This design comes from an exercise in tuning for small area, a short achievable clock period and few clock cycles on the open sky130 flow, not from production work.
Only simulation tests tie the RTL to the original design; equivalence was not proved.
No activity file was given, so power comes from the tool's default toggle rates.

==> design.v <==
module microw_emitter #(
    parameter integer WB          = 12,      
    parameter [7:0]   SYNC_SIGNAL = 8'hFF,   
    parameter integer SYNC_PERIOD = 64,      
    parameter integer LS          = 32,      
    parameter integer LB          = 64       
) (
    input  wire        clk,
    input  wire        rst,          
    input  wire        cmd_valid,
    output wire        cmd_ready,
    input  wire [31:0] cmd_data,
    output reg         rsp_valid,
    output reg  [31:0] rsp_data
);
    localparam integer SW = (LS > 1) ? $clog2(LS) : 1;           
    localparam integer BW = (LB > 1) ? $clog2(LB) : 1;           
    localparam integer PW = $clog2(SYNC_PERIOD + 1);             
    localparam [7:0] OP_START   = 8'h01;
    localparam [7:0] OP_STOP    = 8'h02;
    localparam [7:0] OP_RESTART = 8'h03;
    localparam [7:0] OP_UPDATE  = 8'h04;
    localparam [7:0] OP_PUSHW   = 8'h10;
    localparam [7:0] OP_POPW    = 8'h11;
    localparam [7:0] OP_PUSHB   = 8'h12;
    localparam [7:0] OP_POPB    = 8'h13;
    localparam [7:0] OP_RDREG   = 8'h20;
    localparam [7:0] OP_PEEKW   = 8'h21;
    localparam [7:0] OP_PEEKB   = 8'h22;
    localparam [3:0] ST_OK          = 4'd0;
    localparam [3:0] ST_NO_NEW_DATA = 4'd2;
    localparam [3:0] ST_OVERRUN     = 4'd3;
    localparam [3:0] ST_CONFIG      = 4'd4;
    localparam [3:0] ST_EMPTY       = 4'd6;
    localparam [3:0] ST_NOT_ACTIVE  = 4'd7;
    localparam [3:0] ST_NOT_STARTED = 4'd8;
    localparam [3:0] ST_STATE_ERROR = 4'd9;
    localparam [3:0] ST_WRONG_MODE  = 4'd10;
    localparam [3:0] ST_ILLEGAL     = 4'd11;
    localparam CONFIG_OK = (LB >= 1 + (WB + 7) / 8);
    localparam [1:0] S_IDLE = 2'd0;    
    localparam [1:0] S_ENC  = 2'd1;    
    localparam [1:0] S_MARK = 2'd2;    
    reg [WB-1:0] sr_buf [0:LS-1];
    reg [7:0]    br_buf [0:LB-1];
    reg [SW-1:0] sr_wr, sr_rd;
    reg [4:0]    sr_bits;
    reg [BW-1:0] br_wr, br_rd;
    reg [2:0]    br_bit;
    reg [PW-1:0] br_bss;
    reg [7:0]    enc_acc;
    reg          active;       
    reg          started;      
    reg [1:0]    state;
    reg [3:0]    enc_k;        
    reg          enc_ovf;      
    integer i;
    function [SW-1:0] sr_inc(input [SW-1:0] x);
        sr_inc = (x == LS - 1) ? {SW{1'b0}} : x + 1'b1;
    endfunction
    function [BW-1:0] br_inc(input [BW-1:0] x);
        br_inc = (x == LB - 1) ? {BW{1'b0}} : x + 1'b1;
    endfunction
    function [31:0] mk_rsp(input [3:0] st, input rdy, input [23:0] data);
        mk_rsp = {data, 3'b000, rdy, st};
    endfunction
    wire sr_empty = (sr_wr == sr_rd);
    wire sr_full  = (sr_inc(sr_wr) == sr_rd);
    wire br_empty = (br_wr == br_rd);
    wire br_full  = (br_inc(br_wr) == br_rd);
    assign cmd_ready = (state == S_IDLE);
    wire [7:0]  op    = cmd_data[31:24];
    wire [23:0] opnd  = cmd_data[23:0];
    reg illegal;
    always @(*) begin
        case (op)
            OP_START, OP_STOP, OP_RESTART, OP_UPDATE, OP_POPW, OP_POPB:
                illegal = (opnd != 24'd0);
            OP_PUSHW:
                illegal = ({1'b0, opnd} >= (25'd1 << WB));
            OP_PUSHB:
                illegal = (opnd[23:8] != 16'd0);
            OP_RDREG:
                illegal = (opnd[23:8] != 16'd0) || (opnd[7:0] > 8'h0F);
            OP_PEEKW:
                illegal = (opnd[23:16] != 8'd0) || (opnd[15:0] >= LS);
            OP_PEEKB:
                illegal = (opnd[23:16] != 8'd0) || (opnd[15:0] >= LB);
            default:
                illegal = 1'b1;
        endcase
    end
    reg [23:0] reg_val;
    always @(*) begin
        reg_val = 24'd0;
        case (opnd[3:0])
            4'h0: reg_val = {8'd0, SYNC_SIGNAL, 2'b00, 1'b0, WB[4:0]};   
            4'h1: reg_val = SYNC_PERIOD;
            4'h2: reg_val = LS;
            4'h3: reg_val = LB;
            4'h4: reg_val = sr_wr;
            4'h5: reg_val = sr_rd;
            4'h6: reg_val = sr_bits;
            4'h7: reg_val = active;
            4'h8: reg_val = br_wr;
            4'h9: reg_val = br_rd;
            4'hA: reg_val = br_bit;
            4'hB: reg_val = active;
            4'hC: reg_val = 24'd0;       
            4'hD: reg_val = br_bss;
            4'hE: reg_val = enc_acc;
            4'hF: reg_val = started;
        endcase
    end
    wire [SW-1:0] e_slot  = sr_inc(sr_rd);
    wire [WB-1:0] e_word  = sr_buf[e_slot];
    wire          e_bit   = e_word[WB - 1 - sr_bits];
    wire [4:0]    e_bits1 = sr_bits + 5'd1;
    wire          e_done  = (e_bits1 == WB);
    wire [3:0]    e_n     = {1'b0, br_bit} + 4'd1;
    wire [3:0]    e_k     = enc_k + 4'd1;
    wire          e_byte  = (e_n == 4'd8);
    wire [7:0]    e_acc   = enc_acc | ({7'd0, e_bit} << (3'd7 - br_bit));
    wire [4:0]    e_r     = e_done ? 5'd0 : (WB - e_bits1);
    reg [2:0] e_flip;
    always @(*) begin
        if (e_done)
            e_flip = 3'd0;
        else if (e_k < 4'd8)
            e_flip = e_k[2:0];
        else
            e_flip = 3'd0 - e_r[2:0];       
    end
    wire [7:0] e_data = (e_acc == SYNC_SIGNAL) ? (e_acc ^ (8'd1 << e_flip)) : e_acc;
    wire [PW-1:0] e_bss1 = br_bss + 1'b1;
    wire          e_mark = (e_bss1 + 1'b1 >= SYNC_PERIOD);
    always @(posedge clk) begin
        if (rst) begin
            sr_wr     <= {SW{1'b0}};
            sr_rd     <= {SW{1'b0}};
            sr_bits   <= 5'd0;
            br_wr     <= {BW{1'b0}};
            br_rd     <= {BW{1'b0}};
            br_bit    <= 3'd0;
            br_bss    <= {PW{1'b0}};
            enc_acc   <= 8'd0;
            active    <= 1'b0;
            started   <= 1'b0;
            state     <= S_IDLE;
            enc_k     <= 4'd0;
            enc_ovf   <= 1'b0;
            rsp_valid <= 1'b0;
            rsp_data  <= 32'd0;
        end else begin
            rsp_valid <= 1'b0;
            case (state)
            S_IDLE: if (cmd_valid) begin
                rsp_valid <= 1'b1;
                rsp_data  <= mk_rsp(ST_OK, 1'b0, 24'd0);
                if (illegal) begin
                    rsp_data <= mk_rsp(ST_ILLEGAL, 1'b0, 24'd0);
                end else begin
                    case (op)
                    OP_START: begin
                        if (active)
                            rsp_data <= mk_rsp(ST_STATE_ERROR, 1'b0, 24'd0);
                        else if (!CONFIG_OK)
                            rsp_data <= mk_rsp(ST_CONFIG, 1'b0, 24'd0);
                        else begin
                            for (i = 0; i < LS; i = i + 1)
                                sr_buf[i] <= {WB{1'b0}};
                            for (i = 0; i < LB; i = i + 1)
                                br_buf[i] <= 8'd0;
                            sr_wr   <= {SW{1'b0}};
                            sr_rd   <= {SW{1'b0}};
                            sr_bits <= 5'd0;
                            br_rd   <= {BW{1'b0}};
                            br_bit  <= 3'd0;
                            enc_acc <= 8'd0;
                            active  <= 1'b1;
                            started <= 1'b1;
                            br_bss    <= {PW{1'b0}};
                            br_wr     <= br_inc({BW{1'b0}});
                            br_buf[1] <= SYNC_SIGNAL;
                        end
                    end
                    OP_STOP: begin
                        active <= 1'b0;
                    end
                    OP_RESTART: begin
                        if (!started)
                            rsp_data <= mk_rsp(ST_NOT_STARTED, 1'b0, 24'd0);
                        else begin
                            sr_wr   <= {SW{1'b0}};
                            sr_rd   <= {SW{1'b0}};
                            sr_bits <= 5'd0;
                            br_rd   <= {BW{1'b0}};
                            br_bit  <= 3'd0;
                            enc_acc <= 8'd0;
                            active  <= 1'b1;
                            br_bss    <= {PW{1'b0}};
                            br_wr     <= br_inc({BW{1'b0}});
                            br_buf[1] <= SYNC_SIGNAL;
                        end
                    end
                    OP_UPDATE: begin
                        if (!active)
                            rsp_data <= mk_rsp(ST_NOT_ACTIVE, 1'b0, 24'd0);
                        else if (sr_empty)
                            rsp_data <= mk_rsp(ST_NO_NEW_DATA, 1'b0, 24'd0);
                        else begin
                            rsp_valid <= 1'b0;
                            state     <= S_ENC;
                            enc_k     <= 4'd0;
                            enc_ovf   <= 1'b0;
                        end
                    end
                    OP_PUSHW: begin
                        if (!active)
                            rsp_data <= mk_rsp(ST_NOT_ACTIVE, 1'b0, 24'd0);
                        else if (sr_full)
                            rsp_data <= mk_rsp(ST_OVERRUN, 1'b0, 24'd0);
                        else begin
                            sr_wr <= sr_inc(sr_wr);
                            sr_buf[sr_inc(sr_wr)] <= opnd[WB-1:0];
                        end
                    end
                    OP_POPW, OP_PUSHB: begin
                        rsp_data <= mk_rsp(ST_WRONG_MODE, 1'b0, 24'd0);
                    end
                    OP_POPB: begin
                        if (!active)
                            rsp_data <= mk_rsp(ST_NOT_ACTIVE, 1'b0, 24'd0);
                        else if (br_empty)
                            rsp_data <= mk_rsp(ST_EMPTY, 1'b0, 24'd0);
                        else begin
                            br_rd    <= br_inc(br_rd);
                            rsp_data <= mk_rsp(ST_OK, 1'b0, {16'd0, br_buf[br_inc(br_rd)]});
                        end
                    end
                    OP_RDREG: begin
                        rsp_data <= mk_rsp(ST_OK, 1'b0, reg_val);
                    end
                    OP_PEEKW: begin
                        rsp_data <= mk_rsp(ST_OK, 1'b0, {{(24-WB){1'b0}}, sr_buf[opnd[SW-1:0]]});
                    end
                    OP_PEEKB: begin
                        rsp_data <= mk_rsp(ST_OK, 1'b0, {16'd0, br_buf[opnd[BW-1:0]]});
                    end
                    default: ;
                    endcase
                end
            end
            S_ENC: begin
                sr_bits <= e_bits1;
                if (e_done) begin
                    sr_rd   <= e_slot;
                    sr_bits <= 5'd0;
                end
                if (e_byte) begin
                    br_bit  <= 3'd0;
                    enc_acc <= 8'd0;
                    enc_k   <= 4'd0;
                    if (!br_full) begin
                        br_wr <= br_inc(br_wr);
                        br_buf[br_inc(br_wr)] <= e_data;
                    end
                    if (e_mark) begin
                        br_bss <= {PW{1'b0}};
                        enc_ovf <= enc_ovf | br_full;
                        state  <= S_MARK;
                    end else begin
                        br_bss <= e_bss1;
                        if (br_full) begin
                            rsp_valid <= 1'b1;
                            rsp_data  <= mk_rsp(ST_OVERRUN, 1'b0, 24'd0);
                            state     <= S_IDLE;
                        end else if (e_done && e_slot == sr_wr) begin
                            rsp_valid <= 1'b1;
                            rsp_data  <= mk_rsp(ST_OK, 1'b1, 24'd0);
                            state     <= S_IDLE;
                        end
                    end
                end else begin
                    br_bit  <= e_n[2:0];
                    enc_acc <= e_acc;
                    enc_k   <= e_done ? 4'd0 : e_k;
                    if (e_done && e_slot == sr_wr) begin
                        rsp_valid <= 1'b1;
                        rsp_data  <= mk_rsp(ST_OK, 1'b1, 24'd0);
                        state     <= S_IDLE;
                    end
                end
            end
            S_MARK: begin
                if (!br_full) begin
                    br_wr <= br_inc(br_wr);
                    br_buf[br_inc(br_wr)] <= SYNC_SIGNAL;
                end
                if (enc_ovf || br_full) begin
                    rsp_valid <= 1'b1;
                    rsp_data  <= mk_rsp(ST_OVERRUN, 1'b0, 24'd0);
                    state     <= S_IDLE;
                end else if (sr_empty) begin
                    rsp_valid <= 1'b1;
                    rsp_data  <= mk_rsp(ST_OK, 1'b1, 24'd0);
                    state     <= S_IDLE;
                end else begin
                    state <= S_ENC;
                end
            end
            default: state <= S_IDLE;
            endcase
        end
    end
endmodule
==> run.sh <==
#!/bin/bash
# synth_recipe.tcl (not shown) runs the flow's synth.tcl, then flattens the netlist and writes it again
# the make line also repeats each setting of config.mk as NAME=value (left out here)
make -C /OpenROAD-flow-scripts/flow DESIGN_CONFIG=/design/flow/config.mk WORK_HOME=/design/flow/orfs CLKGATE_MAP_FILE= SYNTH_SCRIPT=/design/flow/synth_recipe.tcl finish
==> config.mk <==
export PLATFORM = sky130hd
export DESIGN_NAME = microw_emitter
export DESIGN_NICKNAME = microw_emitter
export VERILOG_FILES = /design/flow/design.v
export SDC_FILE = /design/flow/constraint.sdc
export NUM_CORES = 4
export LEC_CHECK = 0
export CAP_MARGIN = 20
export CORE_MARGIN = 2
export CORE_UTILIZATION = 40
export SLEW_MARGIN = 20
==> constraint.sdc <==
create_clock -name core_clock -period 8.0 [get_ports {clk}]
set_input_delay 1.6000 -clock core_clock [delete_from_list [all_inputs] [get_ports {clk}]]
set_output_delay 1.6000 -clock core_clock [all_outputs]
set_load 0.01 [all_outputs]
==> impl_metrics.ini <==
[synth]
yosysUniqueCellTypes = 83
syn_area_per_cell_um2 = 13.3
synthTopCellsByArea = edfxtp_1 (49%), mux4_2 (21%), and2_1 (4.3%)
yosysWarnings = 1
postSynthCellCount = 4099
synth_seq_area_share_pct = 52.5
synth.net_count = 4156
ys_ff_latch = 983
async_reset_ff_share_pct = 0
synth_edf_count = 896
synth_top_cell_by_area = edfxtp_1
synth_top_cell_area_share_pct = 49.3
synth_ff_type = edfxtp_1
syn_area_mm2 = 0.0546

[job]
maxCapViolations = 0

[worst_hold_path]
min_delay_path_depth = 1
hold_path_class = flop to flop
hp-start = rsp_data[29]
hold_end = rsp_data[29]

[sta]
max_slew.worst_pin.slew_ns = 1.09
drv_slew = 0
fin_crit_ns = 6.42
rsz0062_at_grt = false
setup-tns-final_ns = 0
finalSetupViolCount = 0
fin_ws_ns = 1.58
fin_crit_sh_pct = 80.2
max-slew-margin-rel_pct = 27.1
fin_skew_ns = 0.0271
finalHoldViolCount = 0
fmax_mhz = 156

[layout]
layout-drive-gt1-share_pct = 20.8
fin_cells = 5850
final_cell_mix = edfxtp_1 (896), mux4_2 (499), and2_1 (373)
fin_nets = 4039
syn2layout_area_growth_pct = 10.5
final_common_cell = edfxtp_1

[floorplan]
coreArea_mm2 = 0.135
die_area_mm2 = 0.139
fp.dieW_um = 373
rows = 135
pin_count = 69
initial_core_util_pct = 40.3
fp.dieH_um = 373

[critical_path]
cp_slowest_cell = dfxtp_1
worstSetupPathType = flop to flop
cp-end-kind = flop
critical_path.startpoint = sr_rd[2]
worstPathCellList = and3_1 -> ha_1 -> nor2_4 -> buf_12 -> mux4_2 -> nand2_1 -> and3_1 -> a2111oi_0 -> a2111oi_0 -> buf_4 -> and2_1 -> a31o_2 -> o32ai_4 -> buf_4 -> a21oi_1
critPathRequiredTime_ns = 8.44
r2r_end = br_buf[50][0]
cp-start-kind = flop
crit_fanout = 33
cp.arrival_ns = 6.86
rrSetupSlack_ns = 1.58
cpPeakStageDelay_ns = 0.85
reg2reg_depth = 15
r2r-start = sr_rd[2]

[clocking]
clkLatencyLatePin_ns = 0.73
cts_tree = done
clock_sinks = 983
htreeDepth = 3
post-cts-setup-buffers = 0
postCtsHoldBufs = 0
cts_root_buffer = clkbuf_16
cts_buffers = 105
clockBufferDepth = 3
clk_pin_slew_ns = 0.06
cts-resized-gates = 0

[place]
post-place-ws_ns = 1.41
dp.cells = 5655
portBuffers = 68
place.gp.congestion = 0.937
dpl.hpwl_um = 120000

[grt]
antenna_found_initial = 5
grt-ovfl-total = 0
grt_pass1_vias = 36443
grt_pass1_wl_um = 266000
grt_usage_pct = 25.9
grt_max_degree = 122

[power]
sequentialPowerShare_pct = 51.2
cellPowerDensity_mw_per_mm2 = 179
switchingPower_mw = 2.37
cell_internal_pwr_mw = 8.42
power_frac_comb_pct = 3.0
pwr-share-clk_pct = 45.9
power.leakage_nw = 20.8
sw_frac_of_total_pct = 22.0
peakVddDrop_uv = 158

[route]
drtPass1Iterations = 6
drc = 0
num_vias = 38161
routedWlPerCell_um = 31.2
drt_iter0_markers = 5657
vias_per_cell = 6.52
finalWirelength_um = 183000
ant_nets = 0

[status]
status = complete, no violations
## metrics by stage
stage	hold slack [ns]	total power, mW	utilization, %	instance area (um2)
after floorplan	0.449	5.84	-	54600
after global placement	0.441	5.95	42.0	56900
after detailed placement	0.443	5.95	42.0	56900
after CTS	0.457	10.8	44.5	60300
after global routing	0.475	11.0	44.5	60300
final	0.453	10.8	44.5	60300
## state kept, by name (all words and copies together), names as in the netlist
| register | flops |
|---|---|
| enc_k | 4 |
| br_bit | 3 |
| br_buf | 512 |
| enc_ovf | 1 |
| sr_rd | 5 |
| br_bss | 7 |
| sr_wr | 5 |
| sr_bits | 5 |
| rsp_valid | 1 |
| enc_acc | 8 |
| active | 1 |
| state | 2 |
| started | 1 |
| sr_buf | 384 |
| br_wr | 6 |
| rsp_data | 32 |
| br_rd | 6 |
## power by group through the flow
| stage | logic, mW | clock network, mW | registers [mW] |
|---|---|---|---|
| after floorplan | 0.208 | 0 | 5.63 |
| after CTS | 0.320 | 4.96 | 5.52 |
| after global routing | 0.340 | 5.16 | 5.52 |
| final | 0.320 | 4.95 | 5.52 |
| after global placement | 0.319 | 0 | 5.63 |
| after detailed placement | 0.319 | 0 | 5.63 |
## final cells by class
class | count | area (um2)
Clock inverter | 65 | 567
Fill cell | 12126 | 75200
Multi-Input combinational cell | 2680 | 24200
Antenna cell | 2 | 5.00
Clock buffer | 127 | 2820
Timing Repair Buffer | 186 | 1740
Inverter | 26 | 103
Tap cell | 1781 | 2230
Sequential cell | 983 | 28600
## per-layer routing
| metal | up-vias | GRT usage [%] | share of wire (%) |
|---|---|---|---|
| li1 | 15765 | - | - |
| met1 | 19590 | 35.7 | 39 |
| met2 | 2404 | 39.8 | 46 |
| met3 | 396 | 5.45 | 11 |
| met4 | 6 | 11.3 | 5.0 |
| met5 | - | 0 | 0.019 |
## cells in the mapped netlist (all sizes together) (6+ instances only)
master and count:
o31ai 6, nor2b 52, a41oi 7, dfxtp 87, o2111ai 6, xor2 21
and3 15, mux4 499, nor3b 12, nand3b 7, o21ai 105, ha 22
o21a 6, clkbuf 273, nor2 207, a21oi 364, nor4 14, inv 24
mux2 7, nand4 10, a31oi 26, a221oi 12, nand2b 24, nor3 264
buf 137, o22a 6, or3 9, and2 373, xnor2 24, o22ai 8
nand3 60, nand2 254, or4 7, a22oi 27, edfxtp 896, a211oi 49
mux2i 97
## critical path, delay by kind of cell (launching register included)
family	cells	cell delay, ns
AOI/OAI and AO/OA	5	2.24
and+or+nand+nor	5	1.15
buffers and inverters	3	0.87
DFF	1	0.85
adders and majority gates	1	0.54
muxes	1	0.39
## logic make-up after synthesis
group                      Yosys count  synth area share, %
AOI/OAI and AO/OA                  682                 7.55
xor gates and xnor gates            45                0.756
adders and majority gates           22                0.504
buffers and inverters              436                 3.56
DFF                                983                 52.5
muxes                              603                 22.5
and+or+nand+nor                   1328                 12.6
## worst max-delay path by stage
stage,endpoint,slack (ns),depth (start not counted)
finish,br_buf[50][0],1.58,15
detailed placement,sr_buf[29][5],1.41,9
CTS,br_buf[29][1],1.74,17
global route,br_buf[49][0],1.47,15
floorplan,sr_buf[21][0],2.38,10
global placement,sr_buf[26][10],1.27,9
Testbench counts, summed over its fixed seeds: cycles 158,532.

==> static timing again, ports no longer ideal <==
The results above use ideal ports. As a check the final layout listed here was re-extracted and re-timed, cells and wires unchanged. Step 1: set_driving_cell puts a clkbuf_16 on clk and a buf_2 on each other input, an assumption about the parent block. Step 2 times the ports against the registers' clock, not the clock port: input delays grow and output delays shrink by t, the midpoint of the rising clock arrivals with the driver on. Three values: ideal, step 1, step 2; two values: the first two.
t (ns): 0.799
setup slack, ns: 1.583 / 1.583 / 1.224
hold WS [ns]: 0.453 / 0.453 / 0.453
After both steps setup and hold are still met in this run. The setup slack of this run moves by 0.000 ns with the drivers and by -0.359 ns with both steps.
